This design comes from an exercise in tuning for small area and a short achievable clock period on the open sky130 flow, not from production work.
Only simulation tests tie the RTL to the original design; equivalence was not proved.
The flow treats the clock pin as an ideal source, which a real chip does not have.
No activity file was given, so power comes from the tool's default toggle rates.

==> run H: inputs <==
==> flow/design.v (excerpt) <==
module jr_core (
    input  wire        clk,
    input  wire        rst,
    input  wire [7:0]  cmd,
    input  wire        cmd_valid,
    output wire        cmd_ready,
    input  wire [7:0]  opd_x,
    input  wire [7:0]  opd_y,
    input  wire [15:0] opd_d,
    input  wire [15:0] opd_ax,
    input  wire [15:0] opd_ay,
    input  wire [15:0] opd_az,
    output wire [63:0] res,
    output reg         res_valid,
    input  wire        echo,
    output wire        trig,
    input  wire        tick0,
    input  wire        tick1,
    output wire [7:0]  tx_data,
    output reg         tx_valid,
    input  wire        tx_ready,
    input  wire        rx_avail,
    input  wire [7:0]  rx_data,
    output wire        rx_take,
    input  wire        confirm,
    output reg  [1:0]  act_dir_L,
    output reg  [1:0]  act_dir_R,
    output wire [7:0]  act_duty_L,
    output wire [7:0]  act_duty_R,
    output reg  [1:0]  disp
);
export LEC_CHECK = 0
export CAP_MARGIN = 20
export CORE_MARGIN = 2
export CORE_UTILIZATION = 60
export SLEW_MARGIN = 20
create_clock -name core_clock -period 40.0 [get_ports {clk}]
standard.sh (not shown) runs the stock make flow with config.mk's settings and CLKGATE_MAP_FILE= SYNTH_SCRIPT=/design/flow/synth_recipe.tcl, a recipe that flattens the netlist after the stock synthesis.
==> flow/flow/run.sh <==
#!/bin/bash
# The standard layout, with these changes:
# - synthesis is the standard synthesis, but ABC maps the combinational
#   logic with flow/abc.script (AIG resynthesis for area) and pass-through
#   wires get buf_1 instead of buf_4; registers are
#   mapped exactly as in the standard synthesis;
# - the port buffers are the smallest buffer (buf_1);
# - the clock tree uses clkbuf_8 without dummy loads; clock buffers whose
#   flip-flops see a slow clock edge are then sized up (flow/post_cts.tcl);
# - after placement, cells on the slowest paths are sized up.
# Each tool's output is in synth_make.log / flow_make.log and orfs/logs/.
set -uo pipefail
HERE=$PWD
rm -rf "$HERE/scripts_abc"
cp -r "$FLOW_HOME/scripts" "$HERE/scripts_abc"
cp "$HERE/flow/abc.script" "$HERE/scripts_abc/abc_speed.script"
SCRIPTS_DIR="$HERE/scripts_abc" bash standard.sh MIN_BUF_CELL_AND_PORTS="sky130_fd_sc_hd__buf_1 A X" synth > synth_make.log 2>&1 || exit 1
export BUFFER_PORTS_ARGS="-buffer_cell sky130_fd_sc_hd__buf_1"
export CTS_ARGS="-sink_clustering_enable -repair_clock_nets -buf_list sky130_fd_sc_hd__clkbuf_8 -dont_use_dummy_load -sink_clustering_size 8 -sink_clustering_max_diameter 40"
export POST_CTS_TCL="$HERE/flow/post_cts.tcl"
export POST_RESIZE_TCL="$HERE/flow/post_resize.tcl"
bash standard.sh > flow_make.log 2>&1
==> flow/flow/post_resize.tcl <==
# Size up the cells on the input-to-output paths that set the period:
# repair_timing treats paths with less than the margin of slack as failing.
repair_timing -setup -setup_margin 23.4 -verbose
Other scripts of this flow, unchanged in this note and not shown: flow/flow/abc.script, flow/flow/post_cts.tcl
==> run X (differences from run H) <==
--- a/flow/design.v
+++ b/flow/design.v
@@ -1,32 +1,28 @@
 module jr_mclock (
     input  wire        clk,
     input  wire        rst,
     input  wire        tick,
-    input  wire        defer,       
-    input  wire        frz,         
+    input  wire        tick_en,
     input  wire        run_set,
     input  wire        run_clr,
     input  wire        cnt_sel,     
     input  wire [61:0] load_val,    
     output reg         run,
     output reg  [61:0] c
 );
-    reg  pend;
-    wire t = tick && run;
-    wire a = t && !defer && !frz;
-    wire [1:0] inc = {a && pend, a ^ pend};
+    reg pend;
     always @(posedge clk) begin
         if (rst) begin
             run  <= 1'b0;
             pend <= 1'b0;
         end else begin
-            pend <= t && defer;
+            pend <= tick && run && tick_en && !cnt_sel;
             if (run_set)      run <= 1'b1;
             else if (run_clr) run <= 1'b0;
         end
-        c <= cnt_sel ? load_val : c + {60'd0, inc};
+        c <= cnt_sel ? load_val : c + {61'd0, pend};
     end
 endmodule
 module jr_encoder (
     input  wire [7:0] x,
     input  wire [7:0] y,
@@ -468,19 +464,19 @@
     wire stop0  = is_op[OP_MC_STOP]  && !ci, stop1  = is_op[OP_MC_STOP]  && ci;
     wire clr0   = is_op[OP_MC_RESET] && !ci, clr1   = is_op[OP_MC_RESET] && ci;
     wire load0  = is_op[OP_MC_LOAD]  && !ci, load1  = is_op[OP_MC_LOAD]  && ci;
     jr_mclock u_mc0 (
         .clk(clk), .rst(rst), .tick(tick0),
-        .defer(is_op[OP_MC_READ] && !ci), .frz(sample || step),
+        .tick_en(!sample && !step),
         .run_set(!clr0 && !sample && (start0 || (echo_rise && !stop0))),
         .run_clr(clr0 || sample || stop0 || echo_fall),
         .cnt_sel(rst || clr0 || load0 || last), .load_val(load_val0),
         .run(run0), .c(c0)
     );
     jr_mclock u_mc1 (
         .clk(clk), .rst(rst), .tick(tick1),
-        .defer(is_op[OP_MC_READ] && ci), .frz(1'b0),
+        .tick_en(1'b1),
         .run_set(start1),
         .run_clr(clr1 || stop1),
         .cnt_sel(rst || clr1 || load1), .load_val(load_val),
         .run(run1), .c(c1)
     );
@@ -508,30 +504,28 @@
     wire rng_go = is_op[OP_RANGE] && !hs;
     wire [31:0] c0lo = {12'd0, c0[19:0]};
     wire        mbit = c0lo[s[4:0]];
     wire [25:0] sum  = {1'b0, W} + {2'b00, (step && mbit) ? CM : 24'd0};
     always @(posedge clk) begin
-        if (sample) begin
+        if (sample)
             W[24:8] <= 17'd1024;              
-            satf    <= |c0[61:20];
-        end else begin
+        else
             W[24:8] <= sum[25:9];
-        end
+        if (step)
+            satf <= |c0[61:20];
         if (acc)
             W[7:0] <= w_load;
         else if (sample)
             W[7:0] <= 8'd0;
         else if (step)
             W[7:0] <= sum[8:1];
         wcnt <= sample ? 5'd0 : wcnt_next;
-        if (acc) begin
-            rs0 <= is_op[OP_MC_READ] && !ci;
-            rs1 <= is_op[OP_MC_READ] && ci;
-            rw  <= enc_any || rx_take;
-            rp  <= rx_take;
-            rd  <= rng_go;
-        end
+        rs0 <= is_op[OP_MC_READ] && !ci;
+        rs1 <= is_op[OP_MC_READ] && ci;
+        rw  <= enc_any || rx_take;
+        rp  <= rx_take;
+        rd  <= last;
     end
     wire        rdsat = rd && (satf || W[24] || W[23]);
     wire [15:0] lo    = ({16{rd}} & W[22:7]) | {16{rdsat}} |
                         {7'd0, rp, {8{rw}} & W[7:0]};
     wire [63:0] rc    = {{62{rs0}} & c0, 2'b00} | {{62{rs1}} & c1, 2'b00};
--- a/flow/flow/run.sh
+++ b/flow/flow/run.sh
@@ -5,11 +5,13 @@
 #   wires get buf_1 instead of buf_4; registers are
 #   mapped exactly as in the standard synthesis;
 # - the port buffers are the smallest buffer (buf_1);
 # - the clock tree uses clkbuf_8 without dummy loads; clock buffers whose
 #   flip-flops see a slow clock edge are then sized up (flow/post_cts.tcl);
-# - after placement, cells on the slowest paths are sized up.
+# - after placement, the rx_take port (the only output that depends on
+#   inputs in the same cycle) gets its own two-level copy of its logic, and
+#   cells on the slowest paths are sized up (flow/post_resize.tcl).
 # Each tool's output is in synth_make.log / flow_make.log and orfs/logs/.
 set -uo pipefail
 HERE=$PWD
 rm -rf "$HERE/scripts_abc"
 cp -r "$FLOW_HOME/scripts" "$HERE/scripts_abc"
==> flow/flow/post_resize.tcl (replaced) <==
# After placement and repair_design: the rx_take port gets its own fast copy
# of its logic (flow/rx_take.tcl); the port buffers of the inputs that
# rx_take depends on in the same cycle get buf_4; then repair_timing sizes up
# the cells on the paths with less than the margin of slack.
source [file join [file dirname [info script]] rx_take.tcl]
foreach p {cmd[4] cmd[5] cmd[6] cmd[7] cmd_valid rx_avail} {
  foreach pin [get_pins -of_objects [get_nets $p]] {
    set inst [get_cells -of_objects $pin]
    if { [get_property $inst ref_name] == "sky130_fd_sc_hd__buf_1" } {
      replace_cell $inst sky130_fd_sc_hd__buf_4
    }
  }
}
estimate_parasitics -placement
repair_timing -setup -setup_margin 23.6 -verbose
==> flow/flow/rx_take.tcl (new file) <==
# rx_take is the one output that depends on inputs in the same cycle, so its
# path sets the period. Give the port rx_take its own two-level NAND/NOR
# copy of the logic (the same function as the synthesised rx_take, which
# stays for the design's own use):
#   rx_take = cmd_valid & rx_avail & cmd[7] & cmd[5] & !cmd[6] & rdy
#             & !(cmd[4] & rfsm)
# Edits the database directly (odb); the new cells are placed at the port's
# output buffer and legalised by the detailed placement that follows.
set rxf_blk [ord::get_db_block]
proc rxf_out_net { inst } {
  foreach it [$inst getITerms] {
    if { [$it isOutputSignal] } { return [$it getNet] }
  }
  error "no output on [$inst getName]"
}
proc rxf_in_net { blk port } {
  set n [[$blk findBTerm $port] getNet]
  foreach it [$n getITerms] {
    if { [$it isInputSignal] } { return [rxf_out_net [$it getInst]] }
  }
  error "no input buffer on $port"
}
proc rxf_q_net { blk pattern } {
  set found {}
  foreach inst [$blk getInsts] {
    if { [string match $pattern [$inst getName]] } { lappend found $inst }
  }
  if { [llength $found] != 1 } { error "$pattern: [llength $found] registers" }
  return [rxf_out_net [lindex $found 0]]
}
set rxf_cv [rxf_in_net $rxf_blk cmd_valid]
set rxf_ra [rxf_in_net $rxf_blk rx_avail]
set rxf_c7 [rxf_in_net $rxf_blk {cmd[7]}]
set rxf_c6 [rxf_in_net $rxf_blk {cmd[6]}]
set rxf_c5 [rxf_in_net $rxf_blk {cmd[5]}]
set rxf_c4 [rxf_in_net $rxf_blk {cmd[4]}]
set rxf_rdy [rxf_q_net $rxf_blk {rdy$*}]
set rxf_rfsm [rxf_q_net $rxf_blk {rfsm$*}]
set rxf_obuf ""
foreach it [[[$rxf_blk findBTerm rx_take] getNet] getITerms] {
  if { [$it isOutputSignal] } { set rxf_obuf [$it getInst] }
}
set rxf_oin [$rxf_obuf findITerm A]
puts "rx_take fast path: output buffer [$rxf_obuf getName], was driven by [[$rxf_oin getNet] getName]"

proc rxf_cell { blk name master } {
  return [odb::dbInst_create $blk [[ord::get_db] findMaster $master] $name]
}
set rxf_n1 [rxf_cell $rxf_blk rxf_n1 sky130_fd_sc_hd__nand4_2]
set rxf_n2 [rxf_cell $rxf_blk rxf_n2 sky130_fd_sc_hd__nand2_2]
set rxf_m  [rxf_cell $rxf_blk rxf_m  sky130_fd_sc_hd__nand3b_2]
set rxf_y  [rxf_cell $rxf_blk rxf_y  sky130_fd_sc_hd__nor2_2]
set rxf_w1 [odb::dbNet_create $rxf_blk rxf_n1_y]
set rxf_w2 [odb::dbNet_create $rxf_blk rxf_n2_y]
set rxf_wm [odb::dbNet_create $rxf_blk rxf_m_y]
set rxf_wy [odb::dbNet_create $rxf_blk rxf_y_y]
[$rxf_n1 findITerm A] connect $rxf_cv
[$rxf_n1 findITerm B] connect $rxf_ra
[$rxf_n1 findITerm C] connect $rxf_c7
[$rxf_n1 findITerm D] connect $rxf_c5
[$rxf_n1 findITerm Y] connect $rxf_w1
[$rxf_n2 findITerm A] connect $rxf_c4
[$rxf_n2 findITerm B] connect $rxf_rfsm
[$rxf_n2 findITerm Y] connect $rxf_w2
[$rxf_m findITerm A_N] connect $rxf_c6
[$rxf_m findITerm B] connect $rxf_rdy
[$rxf_m findITerm C] connect $rxf_w2
[$rxf_m findITerm Y] connect $rxf_wm
[$rxf_y findITerm A] connect $rxf_w1
[$rxf_y findITerm B] connect $rxf_wm
[$rxf_y findITerm Y] connect $rxf_wy
$rxf_oin disconnect
$rxf_oin connect $rxf_wy
set rxf_loc [$rxf_obuf getLocation]
foreach i [list $rxf_n1 $rxf_n2 $rxf_m $rxf_y] {
  $i setLocation [lindex $rxf_loc 0] [lindex $rxf_loc 1]
  $i setPlacementStatus PLACED
}
global_connect
--- a/flow/config.mk
+++ b/flow/config.mk
@@ -5,7 +5,7 @@
 export SDC_FILE = /design/flow/constraint.sdc
 export NUM_CORES = 4
 export LEC_CHECK = 0
 export CAP_MARGIN = 20
 export CORE_MARGIN = 2
-export CORE_UTILIZATION = 60
+export CORE_UTILIZATION = 70
 export SLEW_MARGIN = 20
==> notes <==
Of run X and run H, run H has the higher die area (gap 15%, measured against run H).
Clock power is about the same in run X and run H.
Against run X, the combinational power of run H is higher by about 8%.
Utilization: run X is higher than run H (11 points).

-- port drivers added, routing unchanged --
The flow's constraints put no driver on any port. The routed layouts listed below were extracted and timed again, unchanged, in two steps.
Step 1 (the two cells are an assumption about what drives the block):
set clk [get_ports {clk}]
set_driving_cell -lib_cell sky130_fd_sc_hd__clkbuf_16 $clk
set_driving_cell -lib_cell sky130_fd_sc_hd__buf_2 [delete_from_list [all_inputs] $clk]
Step 2 times the ports against the registers' clock, not the clock port: input delays grow and output delays shrink by t, the midpoint of the rising clock arrivals with the driver on.
Slacks: ideal ports / drivers / drivers and shift; pairs: ideal ports / drivers.
| run | t (ns) | setup slack, ns | hold slack, ns | worst register clock-pin slew, ns | worst slew at a driven data input, ns |
|---|---|---|---|---|---|
| run H | 0.431 | 23.099 / 23.070 / 22.983 | 0.443 / 0.443 / 0.443 | 0.09 / 0.09 | 0.08 |
| run X | 0.437 | 23.497 / 23.451 / 23.451 | 0.471 / 0.471 / 0.471 | 0.09 / 0.09 | 0.06 |
After both steps every run listed still meets setup and hold. For run H, which loses most, drivers alone change the setup slack by -0.029 ns; drivers and shift together by -0.116 ns.
